Background: an optimization exercise with open tools, aiming at small area, a short achievable clock period and few clock cycles. Do not read the settings as production practice.
The RTL was checked by simulation tests, not by an equivalence proof against the original design.
Power and IR drop assume default switching activity.

Setup of the reference run:
==> flow/design.v <==
module gf2m_block #(
    parameter integer M        = 8,
    parameter integer W        = 32,
    parameter [M-1:0] MOD_INIT = 8'h1B
) (
    input  wire         clk,
    input  wire         rst,
    input  wire         sel,
    input  wire         we,
    input  wire [3:0]   addr,
    input  wire [W-1:0] wdata,
    output reg  [W-1:0] rdata
);
    localparam [3:0] A_CMD = 4'h0, A_STATUS = 4'h1, A_OPA = 4'h2, A_OPB = 4'h3,
                     A_MOD = 4'h4, A_RES0 = 4'h5, A_RES1 = 4'h6, A_RES2 = 4'h7,
                     A_PARAM = 4'h8;
    reg [W-1:0] opa, opb;
    reg [M-1:0] modlo;
    reg [W-1:0] res0, res1, res2;
    reg         busy, done, noinv, zero, err_op, err_busy;
    reg         is_inv;
    reg [W-1:0] x, y, gx, gy, hx, hy;
    reg         xu;           
    reg         v1;           
    reg [4:0]   dx, dy;       
    reg         pf;           
    reg         f0y, f0x, f0gy, f0gx, f1y, f1x, f1gy, f1gx, f2y, f2x;
    wire [W-1:0] mod_full = {{(W-M-1){1'b0}}, 1'b1, modlo};
    function automatic [5:0] pe8(input [7:0] p);   
        begin
            pe8[5] = |p;
            pe8[4:3] = 2'b00;
            if (|p[7:4]) begin
                pe8[2] = 1'b1;
                pe8[1] = |p[7:6];
                pe8[0] = p[7] | (~p[6] & p[5]);
            end else begin
                pe8[2] = 1'b0;
                pe8[1] = |p[3:2];
                pe8[0] = p[3] | (~p[2] & p[1]);
            end
        end
    endfunction
    function automatic [4:0] pe32(input [31:0] p);
        reg [5:0] a3, a2, a1, a0;
        reg h1, h0;
        reg [2:0] l1, l0;
        begin
            a3 = pe8(p[31:24]); a2 = pe8(p[23:16]); a1 = pe8(p[15:8]); a0 = pe8(p[7:0]);
            h1 = a3[5] | a2[5];
            l1 = a3[5] ? a3[2:0] : a2[2:0];
            l0 = a1[5] ? a1[2:0] : a0[2:0];
            pe32[4] = h1;
            pe32[3] = h1 ? a3[5] : a1[5];
            pe32[2:0] = h1 ? l1 : l0;
        end
    endfunction
    wire [3:0] cmd_op    = wdata[3:0];
    wire       c_deg     = (cmd_op == 4'h1);
    wire [7:0] cmd_width = wdata[15:8];
    reg [W-1:0] deg_mask;
    integer k;
    always @* begin
        for (k = 0; k < W; k = k + 1)
            deg_mask[k] = (cmd_width == 8'd0) || (k < cmd_width);
    end
    wire [W-1:0] deg_scan   = opa & (c_deg ? deg_mask : {W{1'b1}});
    wire         scan_z     = (deg_scan == {W{1'b0}});
    wire [4:0]   deg_result = pe32(deg_scan);
    function automatic [M-1:0] xtime(input [M-1:0] xx);
        begin
            xtime = xx[M-1] ? ({xx[M-2:0], 1'b0} ^ modlo) : {xx[M-2:0], 1'b0};
        end
    endfunction
    reg [M-1:0] ftab [0:M-1];
    reg [M-1:0] fmul_result;
    integer t;
    always @* begin
        ftab[0] = opa[M-1:0];
        for (t = 1; t < M; t = t + 1)
            ftab[t] = xtime(ftab[t-1]);
        fmul_result = {M{1'b0}};
        for (t = 0; t < M; t = t + 1)
            if (opb[t]) fmul_result = fmul_result ^ ftab[t];
    end
    wire        rx   = (dx > dy) || ((dx == dy) && xu);
    wire [4:0]  jxy  = dx - dy;
    wire [4:0]  jyx  = dy - dx;
    wire [4:0]  j    = rx ? jxy : jyx;        
    wire [W-1:0] dvp = rx ? y  : x;     
    wire [W-1:0] dvg = rx ? gy : gx;
    wire [W-1:0] dvh = rx ? hy : hx;
    wire [W-1:0] rmp = rx ? x  : y;     
    wire [W-1:0] xs1 = {x[W-2:0], 1'b0};
    wire [W-1:0] ys1 = {y[W-2:0], 1'b0};
    wire xb1 = xs1[dx];                 
    wire yb1 = ys1[dy];
    wire q1  = (dx != dy) && (xb1 ^ yb1);
    function automatic [W:0] shl(input [W-1:0] p, input [4:0] n);
        reg [W:0] s;
        begin
            s = {1'b0, p};
            if (n[0]) s = {s[W-1:0], 1'b0};
            if (n[1]) s = {s[W-2:0], 2'b0};
            if (n[2]) s = {s[W-4:0], 4'b0};
            if (n[3]) s = {s[W-8:0], 8'b0};
            if (n[4]) s = {s[W-16:0], 16'b0};
            shl = s;
        end
    endfunction
    wire [W:0] sp = shl(dvp, j);
    wire [W:0] sg = shl(dvg, j);
    wire [W:0] sh = shl(dvh, j);
    wire [W-1:0] tp = sp[W-1:0] ^ (q1 ? sp[W:1] : {W{1'b0}});
    wire [W-1:0] tg = sg[W-1:0] ^ (q1 ? sg[W:1] : {W{1'b0}});
    wire [W-1:0] th = sh[W-1:0] ^ (q1 ? sh[W:1] : {W{1'b0}});
    wire [W-1:0] nu  = rmp ^ tp;        
    wire [4:0]   dnu = pe32(nu);        
    wire         nuz = (nu == {W{1'b0}});
    wire         g1n  = (dvp == {{(W-1){1'b0}}, 1'b1});    
    wire         u_z  = pf;
    wire         gcd1 = v1;                 
    wire [W-1:0] r0n  = ({W{f0y}} & y) | ({W{f0x}} & x) | ({W{f0gy}} & gy) | ({W{f0gx}} & gx);
    wire [W-1:0] r1n  = ({W{f1y}} & y) | ({W{f1x}} & x) | ({W{f1gy}} & gy) | ({W{f1gx}} & gx);
    wire [W-1:0] r2n  = ({W{f2y}} & hy) | ({W{f2x}} & hx);
    wire pend     = pf;                     
    wire busy_eff = busy & ~pf;
    wire step     = busy & ~pf;
    always @(posedge clk) begin
        if (rst || !step) begin
            pf   <= 1'b0;
            f0y  <= 1'b0; f0x  <= 1'b0; f0gy <= 1'b0; f0gx <= 1'b0;
            f1y  <= 1'b0; f1x  <= 1'b0; f1gy <= 1'b0; f1gx <= 1'b0;
            f2y  <= 1'b0; f2x  <= 1'b0;
        end else begin
            pf   <= nuz;
            f0y  <= nuz &  rx & ~is_inv;
            f0x  <= nuz & ~rx & ~is_inv;
            f0gy <= nuz &  rx &  is_inv & g1n;
            f0gx <= nuz & ~rx &  is_inv & g1n;
            f1y  <= nuz &  rx &  is_inv;
            f1x  <= nuz & ~rx &  is_inv;
            f1gy <= nuz &  rx & ~is_inv;
            f1gx <= nuz & ~rx & ~is_inv;
            f2y  <= nuz &  rx;
            f2x  <= nuz & ~rx;
        end
    end
    wire wr = sel & we;
    wire cmd_legal = (cmd_op >= 4'h1) && (cmd_op <= 4'h4);
    wire cmd_acc = wr && (addr == A_CMD) && !busy_eff;    
    wire c_fmul = (cmd_op == 4'h2);
    wire c_eea  = (cmd_op == 4'h3);
    wire c_inv  = (cmd_op == 4'h4);
    wire opa_z = (opa == {W{1'b0}});
    wire opb_z = (opb == {W{1'b0}});
    wire eea_now = opa_z || opb_z;
    always @(posedge clk) begin
        if (rst) begin
            opa      <= {W{1'b0}};
            opb      <= {W{1'b0}};
            modlo    <= MOD_INIT;
            res0     <= {W{1'b0}};
            res1     <= {W{1'b0}};
            res2     <= {W{1'b0}};
            busy     <= 1'b0;
            done     <= 1'b0;
            noinv    <= 1'b0;
            zero     <= 1'b0;
            err_op   <= 1'b0;
            err_busy <= 1'b0;
            is_inv   <= 1'b0;
        end else begin
            if (pend) begin
                res0  <= r0n;
                res1  <= r1n;
                res2  <= r2n;
                noinv <= is_inv & ~gcd1;
                busy  <= 1'b0;
                done  <= 1'b1;
            end
            if (wr) begin
                case (addr)
                    A_CMD, A_OPA, A_OPB, A_MOD: begin
                        if (busy_eff) begin
                            err_busy <= 1'b1;
                        end else begin
                            case (addr)
                                A_OPA: opa <= wdata;
                                A_OPB: opb <= wdata;
                                A_MOD: modlo <= wdata[M-1:0];
                                default: begin   
                                    noinv  <= 1'b0;
                                    zero   <= 1'b0;
                                    done   <= 1'b1;
                                    err_op <= !cmd_legal;
                                    is_inv <= c_inv;
                                    if (c_deg) begin
                                        res0 <= {{(W-5){1'b0}}, deg_result};
                                        res1 <= {W{1'b0}};
                                        res2 <= {W{1'b0}};
                                        zero <= scan_z;
                                    end
                                    if (c_fmul) begin
                                        res0 <= {{(W-M){1'b0}}, fmul_result};
                                        res1 <= {W{1'b0}};
                                        res2 <= {W{1'b0}};
                                    end
                                    if (c_eea) begin
                                        if (eea_now) begin
                                            res0 <= opa_z ? opb : opa;
                                            res1 <= {{(W-1){1'b0}}, !opa_z};
                                            res2 <= {{(W-1){1'b0}}, opa_z};
                                        end else begin
                                            done <= 1'b0;
                                            busy <= 1'b1;
                                        end
                                    end
                                    if (c_inv) begin
                                        if (opa_z) begin
                                            res0  <= {W{1'b0}};
                                            res1  <= mod_full;
                                            res2  <= {{(W-1){1'b0}}, 1'b1};
                                            noinv <= 1'b1;
                                        end else begin
                                            done <= 1'b0;
                                            busy <= 1'b1;
                                        end
                                    end
                                end
                            endcase
                        end
                    end
                    A_STATUS: if (wdata[5]) err_busy <= 1'b0;
                    default: ;
                endcase
            end
        end
    end
    always @(posedge clk) begin
        if (cmd_acc) begin
            x  <= opa;
            y  <= c_inv ? mod_full : opb;
            dx <= deg_result;
            dy <= c_inv ? M[4:0] : pe32(opb);
            gx <= {{(W-1){1'b0}}, 1'b1};
            gy <= {W{1'b0}};
            hx <= {W{1'b0}};
            hy <= {{(W-1){1'b0}}, 1'b1};
            xu <= 1'b1;
        end else if (step) begin
            if (rx) begin
                x  <= nu;
                dx <= dnu;
                gx <= gx ^ tg;
                hx <= hx ^ th;
            end else begin
                y  <= nu;
                dy <= dnu;
                gy <= gy ^ tg;
                hy <= hy ^ th;
            end
            xu <= rx;
            v1 <= g1n;
        end
    end
    wire [W-1:0] rd_res0 = r0n | ({W{~pf}} & res0);
    wire [W-1:0] rd_res1 = r1n | ({W{~pf}} & res1);
    wire [W-1:0] rd_res2 = r2n | ({W{~pf}} & res2);
    wire         rd_noinv = pend ? (is_inv & ~gcd1) : noinv;
    always @* begin
        case (addr)
            A_STATUS: rdata = {{(W-6){1'b0}}, err_busy, err_op, zero, rd_noinv,
                               done | pend, busy_eff};
            A_OPA:    rdata = opa;
            A_OPB:    rdata = opb;
            A_MOD:    rdata = mod_full;
            A_RES0:   rdata = rd_res0;
            A_RES1:   rdata = rd_res1;
            A_RES2:   rdata = rd_res2;
            A_PARAM:  rdata = {{(W-16){1'b0}}, W[7:0], M[7:0]};
            default:  rdata = {W{1'b0}};
        endcase
    end
endmodule
export LEC_CHECK = 0
export ABC_AREA = 1
export CAP_MARGIN = 20
export CELL_PAD_IN_SITES_DETAIL_PLACEMENT = 1
export CORE_MARGIN = 2
export CORE_UTILIZATION = 50
export SETUP_SLACK_MARGIN = 4.0
export SLEW_MARGIN = 20
export TNS_END_PERCENT = 0
create_clock -name core_clock -period 9.0 [get_ports {clk}]
standard.sh (not shown) runs the stock make flow with config.mk's settings and CLKGATE_MAP_FILE= SYNTH_SCRIPT=/design/flow/synth_recipe.tcl, a recipe that flattens the netlist after the stock synthesis.
==> flow/flow/run.sh <==
#!/bin/bash
# The standard layout (the standard.sh: ORFS synthesis through finish), with
# one change: the port buffers that global placement inserts on every input and
# output are sky130_fd_sc_hd__buf_4 cells, where buffer_ports would otherwise
# pick the clkdlybuf4s50_1 delay cell. Synthesis runs first, unchanged.
set -euo pipefail
bash standard.sh synth > synth.log 2>&1
export BUFFER_PORTS_ARGS="-buffer_cell sky130_fd_sc_hd__buf_4"
bash standard.sh > layout.log 2>&1
The reference run did not stop at any stage, and its layout met the timing, design-rule and antenna checks.
Testbench counts of the reference run, summed over its fixed seeds: cycles 24,364.
Edits applied to the flow inputs when going from the reference run to the trial run:
--- a/flow/design.v
+++ b/flow/design.v
@@ -23,8 +23,7 @@
     reg         xu;           
     reg         v1;           
     reg [4:0]   dx, dy;       
-    reg         pf;           
-    reg         f0y, f0x, f0gy, f0gx, f1y, f1x, f1gy, f1gx, f2y, f2x;
+    reg         uz;           
     wire [W-1:0] mod_full = {{(W-M-1){1'b0}}, 1'b1, modlo};
     function automatic [5:0] pe8(input [7:0] p);   
         begin
@@ -117,35 +116,17 @@
     wire [W-1:0] nu  = rmp ^ tp;        
     wire [4:0]   dnu = pe32(nu);        
     wire         nuz = (nu == {W{1'b0}});
-    wire         g1n  = (dvp == {{(W-1){1'b0}}, 1'b1});    
-    wire         u_z  = pf;
+    wire         u_z  = uz;
+    wire [W-1:0] fv   = xu ? y  : x;
+    wire [W-1:0] fg   = xu ? gy : gx;
+    wire [W-1:0] fh   = xu ? hy : hx;
     wire         gcd1 = v1;                 
-    wire [W-1:0] r0n  = ({W{f0y}} & y) | ({W{f0x}} & x) | ({W{f0gy}} & gy) | ({W{f0gx}} & gx);
-    wire [W-1:0] r1n  = ({W{f1y}} & y) | ({W{f1x}} & x) | ({W{f1gy}} & gy) | ({W{f1gx}} & gx);
-    wire [W-1:0] r2n  = ({W{f2y}} & hy) | ({W{f2x}} & hx);
-    wire pend     = pf;                     
-    wire busy_eff = busy & ~pf;
-    wire step     = busy & ~pf;
-    always @(posedge clk) begin
-        if (rst || !step) begin
-            pf   <= 1'b0;
-            f0y  <= 1'b0; f0x  <= 1'b0; f0gy <= 1'b0; f0gx <= 1'b0;
-            f1y  <= 1'b0; f1x  <= 1'b0; f1gy <= 1'b0; f1gx <= 1'b0;
-            f2y  <= 1'b0; f2x  <= 1'b0;
-        end else begin
-            pf   <= nuz;
-            f0y  <= nuz &  rx & ~is_inv;
-            f0x  <= nuz & ~rx & ~is_inv;
-            f0gy <= nuz &  rx &  is_inv & g1n;
-            f0gx <= nuz & ~rx &  is_inv & g1n;
-            f1y  <= nuz &  rx &  is_inv;
-            f1x  <= nuz & ~rx &  is_inv;
-            f1gy <= nuz &  rx & ~is_inv;
-            f1gx <= nuz & ~rx & ~is_inv;
-            f2y  <= nuz &  rx;
-            f2x  <= nuz & ~rx;
-        end
-    end
+    wire [W-1:0] r0n  = is_inv ? (gcd1 ? fg : {W{1'b0}}) : fv;
+    wire [W-1:0] r1n  = is_inv ? fv : fg;
+    wire [W-1:0] r2n  = fh;
+    wire pend     = busy & u_z;             
+    wire busy_eff = busy & ~u_z;
+    wire step     = busy & ~u_z;
     wire wr = sel & we;
     wire cmd_legal = (cmd_op >= 4'h1) && (cmd_op <= 4'h4);
     wire cmd_acc = wr && (addr == A_CMD) && !busy_eff;    
@@ -243,6 +224,7 @@
             y  <= c_inv ? mod_full : opb;
             dx <= deg_result;
             dy <= c_inv ? M[4:0] : pe32(opb);
+            uz <= 1'b0;
             gx <= {{(W-1){1'b0}}, 1'b1};
             gy <= {W{1'b0}};
             hx <= {W{1'b0}};
@@ -260,13 +242,14 @@
                 gy <= gy ^ tg;
                 hy <= hy ^ th;
             end
+            uz <= nuz;
             xu <= rx;
-            v1 <= g1n;
-        end
-    end
-    wire [W-1:0] rd_res0 = r0n | ({W{~pf}} & res0);
-    wire [W-1:0] rd_res1 = r1n | ({W{~pf}} & res1);
-    wire [W-1:0] rd_res2 = r2n | ({W{~pf}} & res2);
+            v1 <= (dvp == {{(W-1){1'b0}}, 1'b1});
+        end
+    end
+    wire [W-1:0] rd_res0 = pend ? r0n : res0;
+    wire [W-1:0] rd_res1 = pend ? r1n : res1;
+    wire [W-1:0] rd_res2 = pend ? r2n : res2;
     wire         rd_noinv = pend ? (is_inv & ~gcd1) : noinv;
     always @* begin
         case (addr)
==> comparison <==
Side by side, number of setup buffers added after CTS turned out higher in the trial run than in the reference run.
Relative contribution of sequential cells to total power, the reference run and the trial run, lower one = the trial run.
Slowest stage cell on the critical path = nor3_4: the trial run; slowest stage cell on the critical path = xnor2_1: the reference run
Side by side, net switching power turned out lower in the trial run than in the reference run.
In the trial run relative to the reference run, half-perimeter wire length after detailed placement had gone down by more than 10%.
The reference run → the trial run: upper clock frequency limit went up by about 2%, detailed-route via count went down, global-route met2 utilization went down 2.5 points.
The trial run has completed all stages; timing, DRC and antenna checks passed.
Testbench counts of the trial run, summed over its fixed seeds: cycles 24,364.

port drivers added, routing unchanged:
The results above use ideal ports. As a check the final layouts listed here were re-extracted and re-timed, cells and wires unchanged.
Step 1 sets driving cells, clkbuf_16 on the clock port and buf_2 on the other inputs (assumed; they add their load-dependent delay and slew).
Step 2, shift: input delay + t, output delay - t, t = (earliest + latest rising clock arrival at the registers) / 2. This alone moves slack from input paths to output paths.
Slacks: ideal ports / drivers / drivers and shift; pairs: ideal ports / drivers.
| run | t (ns) | setup WS [ns] | worst hold slack (ns) | clock arrival spread, ns | worst slew at a driven data input, ns |
|---|---|---|---|---|---|
| the reference run | 0.683 | 3.596 / 3.564 / 3.424 | 0.494 / 0.494 / 0.494 | 0.058 / 0.058 | 0.04 |
| the trial run | 0.675 | 3.705 / 3.644 / 3.246 | 0.486 / 0.486 / 0.486 | 0.056 / 0.057 | 0.07 |
After both steps every run listed still meets setup and hold. For the trial run, which loses most, drivers alone change the setup slack by -0.061 ns; drivers and shift together by -0.459 ns.
